From an optimization exercise on the open Yosys and OpenROAD flow, aimed at small area, a short achievable clock period and few clock cycles per item; shortcuts taken in it are not production practice.
Power is estimated from default activity; no workload was simulated.

==> v36: inputs <==
==> flow/design.v <==
module gr_pe (
    input  wire       clk,
    input  wire       rst,
    input  wire       init,        
    input  wire       obs_valid,   
    input  wire [7:0] obs_rank,
    output reg  [2:0] k
);
    reg  [15:0] sum;
    reg  [7:0]  count;
    wire [15:0] sum_next = sum + {8'd0, obs_rank};
    function [2:0] retune;
        input [15:0] s;
        begin
            if      (s[15]) retune = 3'd7;
            else if (s[14]) retune = 3'd6;
            else if (s[13]) retune = 3'd5;
            else if (s[12]) retune = 3'd4;
            else if (s[11]) retune = 3'd3;
            else if (s[10]) retune = 3'd2;
            else if (s[9])  retune = 3'd1;
            else            retune = 3'd0;
        end
    endfunction
    always @(posedge clk) begin
        if (rst || init) begin
            k     <= 3'd3;
            sum   <= 16'd0;
            count <= 8'd0;
        end else if (obs_valid) begin
            if (count == 8'd255) begin
                k     <= retune(sum_next);
                sum   <= 16'd0;
                count <= 8'd0;
            end else begin
                sum   <= sum_next;
                count <= count + 8'd1;
            end
        end
    end
endmodule
module gr_encoder (
    input  wire        clk,
    input  wire        rst,
    input  wire        in_valid,
    output wire        in_ready,
    input  wire        in_eos,
    input  wire [7:0]  in_rank,
    output reg         out_valid,
    input  wire        out_ready,
    output reg  [31:0] out_word,
    output reg         out_last
);
    reg         f0v, f1v;
    reg  [8:0]  f0, f1;       
    assign in_ready = !f1v;
    wire        push   = in_valid && !f1v;
    wire [8:0]  in_sym = in_eos ? 9'd256 : {1'b0, in_rank};
    reg  [30:0] acc;          
    reg  [4:0]  cnt;          
    reg  [7:0]  zl;           
    reg         lng;          
    reg         flush;        
    wire [2:0]  k;
    wire        eos    = f0[8];
    wire [8:0]  qs     = f0 >> k;
    wire [8:0]  qu     = lng ? {1'b0, zl} : qs;
    wire [9:0]  pos    = {5'd0, cnt} + {1'b0, qu};      
    wire        zstep  = (pos[9:5] != 5'd0);
    wire [6:0]  rbits  = f0[6:0] & ((7'd1 << k) - 7'd1);
    wire [7:0]  t0     = {rbits, 1'b1};
    wire [8:0]  t1     = pos[0] ? {t0, 1'b0}  : {1'b0, t0};
    wire [10:0] t2     = pos[1] ? {t1, 2'd0}  : {2'd0, t1};
    wire [14:0] t3     = pos[2] ? {t2, 4'd0}  : {4'd0, t2};
    wire [22:0] t4     = pos[3] ? {t3, 8'd0}  : {8'd0, t3};
    wire [38:0] t5     = pos[4] ? {t4, 16'd0} : {16'd0, t4};
    wire [38:0] comb   = {8'd0, acc} | t5;
    wire [5:0]  tot    = {1'b0, pos[4:0]} + {3'd0, k} + 6'd1;
    wire        wfull  = tot[5];
    wire        free   = !out_valid || out_ready;
    wire        busy   = flush || f0v;
    wire        emit   = flush || zstep || wfull || eos;
    wire        step   = busy && (!emit || free);
    wire        pop    = step && !flush && !zstep;
    gr_pe u_pe (
        .clk       (clk),
        .rst       (rst),
        .init      (pop && eos),
        .obs_valid (pop && !eos),
        .obs_rank  (f0[7:0]),
        .k         (k)
    );
    always @(posedge clk) begin
        if (rst) begin
            f0v <= 1'b0;
            f1v <= 1'b0;
        end else if (!f0v || pop) begin
            f0v <= f1v || push;
            f1v <= 1'b0;
        end else if (push) begin
            f1v <= 1'b1;
        end
    end
    always @(posedge clk) begin
        if (!f0v || pop)
            f0 <= f1v ? f1 : in_sym;
        if (f0v && !pop && push)
            f1 <= in_sym;
    end
    always @(posedge clk) begin
        if (rst) begin
            acc       <= 31'd0;
            cnt       <= 5'd0;
            zl        <= 8'd0;
            lng       <= 1'b0;
            flush     <= 1'b0;
            out_valid <= 1'b0;
            out_word  <= 32'd0;
            out_last  <= 1'b0;
        end else begin
            if (out_ready)
                out_valid <= 1'b0;
            if (step) begin
                if (flush) begin
                    out_valid <= 1'b1;
                    out_word  <= {1'b0, acc};
                    out_last  <= 1'b1;
                    acc       <= 31'd0;
                    cnt       <= 5'd0;
                    flush     <= 1'b0;
                end else if (zstep) begin
                    out_valid <= 1'b1;
                    out_word  <= {1'b0, acc};
                    out_last  <= 1'b0;
                    acc       <= 31'd0;
                    cnt       <= 5'd0;
                    zl        <= pos[7:0] - 8'd32;
                    lng       <= 1'b1;
                end else begin
                    lng <= 1'b0;
                    if (wfull) begin
                        out_valid <= 1'b1;
                        out_word  <= comb[31:0];
                        out_last  <= eos && (tot[4:0] == 5'd0);
                        acc       <= {24'd0, comb[38:32]};
                        cnt       <= tot[4:0];
                        flush     <= eos && (tot[4:0] != 5'd0);
                    end else if (eos) begin
                        out_valid <= 1'b1;
                        out_word  <= comb[31:0];
                        out_last  <= 1'b1;
                        acc       <= 31'd0;
                        cnt       <= 5'd0;
                    end else begin
                        acc <= comb[30:0];
                        cnt <= tot[4:0];
                    end
                end
            end
        end
    end
endmodule
module gr_decoder (
    input  wire        clk,
    input  wire        rst,
    input  wire        in_valid,
    output wire        in_ready,
    input  wire [31:0] in_word,
    output reg         out_valid,
    input  wire        out_ready,
    output reg  [7:0]  out_rank,
    output reg         out_eos
);
    localparam W = 16;
    reg  [31:0] w0, w1;       
    reg         v0, v1;       
    reg         wp;           
    reg  [5:0]  p;            
    reg  [8:0]  qacc;         
    reg  [2:0]  k;
    reg  [7:0]  count;
    reg  [15:0] sum;
    reg         obs;          
    reg         retune;       
    wire        full  = v0 && v1;
    assign in_ready = !full;
    wire        push  = in_valid && !full;
    wire        free  = !out_valid || out_ready;
    wire        cur   = p[5];
    wire        cv    = cur ? v1 : v0;           
    wire        nv    = cur ? v0 : v1;           
    wire [4:0]  po    = p[4:0];
    wire [63:0] ring  = {w1, w0};
    wire [46:0] l5;
    wire [30:0] l4;
    wire [22:0] l3;
    wire [18:0] l2;
    wire [16:0] l1;
    wire [W-1:0] raw, win;
    genvar gi;
    generate
        for (gi = 0; gi < 47; gi = gi + 1) begin : g_l5
            assign l5[gi] = p[5] ? ring[(gi + 32) % 64] : ring[gi];
        end
        for (gi = 0; gi < 31; gi = gi + 1) begin : g_l4
            assign l4[gi] = p[4] ? l5[gi + 16] : l5[gi];
        end
        for (gi = 0; gi < 23; gi = gi + 1) begin : g_l3
            assign l3[gi] = p[3] ? l4[gi + 8] : l4[gi];
        end
        for (gi = 0; gi < 19; gi = gi + 1) begin : g_l2
            assign l2[gi] = p[2] ? l3[gi + 4] : l3[gi];
        end
        for (gi = 0; gi < 17; gi = gi + 1) begin : g_l1
            assign l1[gi] = p[1] ? l2[gi + 2] : l2[gi];
        end
        for (gi = 0; gi < W; gi = gi + 1) begin : g_l0
            assign raw[gi] = p[0] ? l1[gi + 1] : l1[gi];
            assign win[gi] = raw[gi] && (nv || (po <= 5'd31 - gi));
        end
    endgenerate
    function [3:0] ctz;
        input [W-1:0] v;
        integer j;
        begin
            ctz = 4'd0;
            for (j = W - 1; j >= 0; j = j - 1)
                if (v[j]) ctz = j[3:0];
        end
    endfunction
    wire        found = (win != {W{1'b0}});
    wire [3:0]  tz    = ctz(win);
    wire [4:0]  clen  = {1'b0, tz} + {2'd0, k} + 5'd1;
    wire [5:0]  cend  = {1'b0, po} + {1'b0, clen};
    wire        fit   = found && (clen <= W) && (nv || cend <= 6'd32);
    wire [5:0]  zmax  = (nv || po <= 5'd16) ? W : 6'd32 - {1'b0, po};
    wire [5:0]  z     = found ? {2'd0, tz} : zmax;
    wire [W-1:0] wsh  = win >> tz;
    wire [6:0]  r     = wsh[7:1] & ((7'd1 << k) - 7'd1);
    wire [9:0]  qz    = {1'b0, qacc} + {4'd0, z};
    wire [9:0]  qtot  = qz;                       
    wire        d_eos = (qtot >= (10'd256 >> k));
    wire [7:0]  d     = (qtot[7:0] << k) | {1'b0, r};
    wire        go    = cv && !retune;
    wire        emit  = go && fit && free;
    wire        zrun  = go && !fit;
    wire [5:0]  amt   = fit ? {1'b0, clen} : z;
    wire [6:0]  pend  = {1'b0, p} + {1'b0, amt};
    wire        xslot = ({1'b0, po} + amt) >= 6'd32;   
    wire        drop2 = emit && d_eos && (cend > 6'd32);
    always @(posedge clk) begin
        if (rst) begin
            v0 <= 1'b0;
            v1 <= 1'b0;
            wp <= 1'b0;
            p  <= 6'd0;
        end else begin
            if (emit && d_eos) begin
                p <= drop2 ? {cur, 5'd0} : {!cur, 5'd0};
                if (drop2) begin
                    v0 <= 1'b0;
                    v1 <= 1'b0;
                end else if (cur)
                    v1 <= 1'b0;
                else
                    v0 <= 1'b0;
            end else if (emit || zrun) begin
                p <= pend[5:0];
                if (xslot) begin
                    if (cur)
                        v1 <= 1'b0;
                    else
                        v0 <= 1'b0;
                end
            end
            if (push) begin
                wp <= !wp;
                if (wp)
                    v1 <= 1'b1;
                else
                    v0 <= 1'b1;
            end
        end
    end
    always @(posedge clk) begin
        if (push && !wp)
            w0 <= in_word;
        if (push && wp)
            w1 <= in_word;
    end
    always @(posedge clk) begin
        if (rst) begin
            qacc      <= 9'd0;
            out_valid <= 1'b0;
            out_rank  <= 8'd0;
            out_eos   <= 1'b0;
        end else begin
            if (out_ready)
                out_valid <= 1'b0;
            if (emit) begin
                out_valid <= 1'b1;
                out_rank  <= d_eos ? 8'd0 : d;
                out_eos   <= d_eos;
                qacc      <= 9'd0;
            end else if (zrun) begin
                qacc      <= qz[8] ? 9'd256 : qz[8:0];
            end
        end
    end
    wire [15:0] sum_next = sum + {8'd0, out_rank};
    function [2:0] retune_k;
        input [15:0] s;
        begin
            if      (s[15]) retune_k = 3'd7;
            else if (s[14]) retune_k = 3'd6;
            else if (s[13]) retune_k = 3'd5;
            else if (s[12]) retune_k = 3'd4;
            else if (s[11]) retune_k = 3'd3;
            else if (s[10]) retune_k = 3'd2;
            else if (s[9])  retune_k = 3'd1;
            else            retune_k = 3'd0;
        end
    endfunction
    always @(posedge clk) begin
        if (rst || (emit && d_eos)) begin
            k      <= 3'd3;
            count  <= 8'd0;
            sum    <= 16'd0;
            obs    <= 1'b0;
            retune <= 1'b0;
        end else begin
            obs    <= emit;
            retune <= emit && (count == 8'd255);
            if (emit)
                count <= count + 8'd1;
            if (obs) begin
                if (retune) begin
                    k   <= retune_k(sum_next);
                    sum <= 16'd0;
                end else begin
                    sum <= sum_next;
                end
            end
        end
    end
endmodule
module gr_codec (
    input  wire        clk,
    input  wire        rst,
    input  wire        enc_in_valid,
    output wire        enc_in_ready,
    input  wire        enc_in_eos,
    input  wire [7:0]  enc_in_rank,
    output wire        enc_out_valid,
    input  wire        enc_out_ready,
    output wire [31:0] enc_out_word,
    output wire        enc_out_last,
    input  wire        dec_in_valid,
    output wire        dec_in_ready,
    input  wire [31:0] dec_in_word,
    output wire        dec_out_valid,
    input  wire        dec_out_ready,
    output wire [7:0]  dec_out_rank,
    output wire        dec_out_eos
);
    gr_encoder u_enc (
        .clk       (clk),
        .rst       (rst),
        .in_valid  (enc_in_valid),
        .in_ready  (enc_in_ready),
        .in_eos    (enc_in_eos),
        .in_rank   (enc_in_rank),
        .out_valid (enc_out_valid),
        .out_ready (enc_out_ready),
        .out_word  (enc_out_word),
        .out_last  (enc_out_last)
    );
    gr_decoder u_dec (
        .clk       (clk),
        .rst       (rst),
        .in_valid  (dec_in_valid),
        .in_ready  (dec_in_ready),
        .in_word   (dec_in_word),
        .out_valid (dec_out_valid),
        .out_ready (dec_out_ready),
        .out_rank  (dec_out_rank),
        .out_eos   (dec_out_eos)
    );
endmodule
==> flow/run.sh <==
#!/bin/bash
# synth_recipe.tcl (not shown) runs the flow's synth.tcl, then flattens the netlist and writes it again
# the make line also repeats each setting of config.mk as NAME=value (left out here)
make -C /OpenROAD-flow-scripts/flow DESIGN_CONFIG=/design/flow/config.mk WORK_HOME=/design/flow/orfs CLKGATE_MAP_FILE= SYNTH_SCRIPT=/design/flow/synth_recipe.tcl finish
==> flow/config.mk <==
export PLATFORM = sky130hd
export DESIGN_NAME = gr_codec
export DESIGN_NICKNAME = gr_codec
export VERILOG_FILES = /design/flow/design.v
export SDC_FILE = /design/flow/constraint.sdc
export NUM_CORES = 4
export LEC_CHECK = 0
export CAP_MARGIN = 20
export CORE_MARGIN = 2
export CORE_UTILIZATION = 40
export PLACE_DENSITY = 0.6
export SETUP_SLACK_MARGIN = 3
export SLEW_MARGIN = 20
==> flow/constraint.sdc <==
create_clock -name core_clock -period 10.0 [get_ports {clk}]
set_input_delay 2.0000 -clock core_clock [delete_from_list [all_inputs] [get_ports {clk}]]
set_output_delay 2.0000 -clock core_clock [all_outputs]
set_load 0.01 [all_outputs]
==> v14: changes against v36 <==
ABC_CLOCK_PERIOD_IN_PS = 5000   (was default)
SETUP_SLACK_MARGIN = 5   (was 3)
==> impl_results.md <==
* Outcome: timing/DRC/antenna clean
* Clock power share at 24.4%
* Synthesis-to-layout area growth at 27.8%
* Placed cell count at 2441
* DP HPWL at 33400 um
* Multi-input combinational cell area at 11200 sq um
* Pwr/cell area at 200 nW/um^2
* Power in combinational cells at 2.02 mW
* Layout clock area frac at 4.41%
* Final GP Congestion at 0.929
* Met1 Resource Use GR at 29.8%
* Final net count at 2184
* Clock Power at 1.03 mW
* Commonest non-fill, non-tap cells in the layout: 211 x nor2_1, 166 x a21oi_1, 160 x dfxtp_1
* Slew HR at 29.4%
* Worst EP required at 10.43 ns
* Reg2reg setup slack at 3.09 ns
* Via count at 15500
* Met2 usage at 38.1%
# the run above: v14

==> impl_results.md <==
* Multi-input combinational cell area at 10600 sq um
* Via count at 14900
* Pwr/cell area at 205 nW/um^2
* Met2 usage at 35.7%
* CTS buffer count at 28
* Setup Crit Path Kind: reg -> reg
* Outcome: timing/DRC/antenna clean
* Slew HR at 29.9%
* Clock power share at 25.8%
* DP HPWL at 33400 um
* Layout clock area frac at 4.76%
* Non-Filler Instances at 2549
* Commonest non-fill, non-tap cells in the layout: 219 x nor2_1, 178 x a21oi_1, 160 x dfxtp_1
* Reg2reg setup slack at 3.10 ns
* Clock Power at 1.05 mW
* Multi-input combinational area share at 53.4%
* Crit path launch type: flop
* Met1 Resource Use GR at 28.7%
* Synthesis-to-layout area growth at 20.5%
* Power in combinational cells at 1.84 mW
* Final GP Congestion at 0.941
* Clk sink count at 248
# the run above: v36

No functional check of the RTL was part of any run of this note.

==> static timing again, ports no longer ideal <==
In the flow no input, the clock included, has a driving cell. The finished layouts below were timed again as built, in two steps.
Step 1 (the two cells are an assumption about what drives the block):
set clk [get_ports {clk}]
set_driving_cell -lib_cell sky130_fd_sc_hd__clkbuf_16 $clk
set_driving_cell -lib_cell sky130_fd_sc_hd__buf_2 [delete_from_list [all_inputs] $clk]
Step 2 adds t to the input delays and takes it off the output delays; t is the mean of the earliest and latest rising clock arrival at the registers after step 1. Input paths then give back, and output paths get back, about the clock's delay inside the block.
a / b / c = no drivers / after step 1 / after step 2; a / b = the first two.
| run | shift t [ns] | setup slack, ns | hold WS [ns] | slew at the worst register clock pin (ns) | pins driven straight from the clock port |
|---|---|---|---|---|---|
| v36 | 0.636 | 3.099 / 3.099 / 3.099 | 0.461 / 0.461 / 0.461 | 0.07 / 0.07 | 1 |
| v14 | 0.604 | 3.087 / 3.087 / 3.087 | 0.458 / 0.458 / 0.458 | 0.06 / 0.06 | 1 |
After both steps every run listed still meets setup and hold.
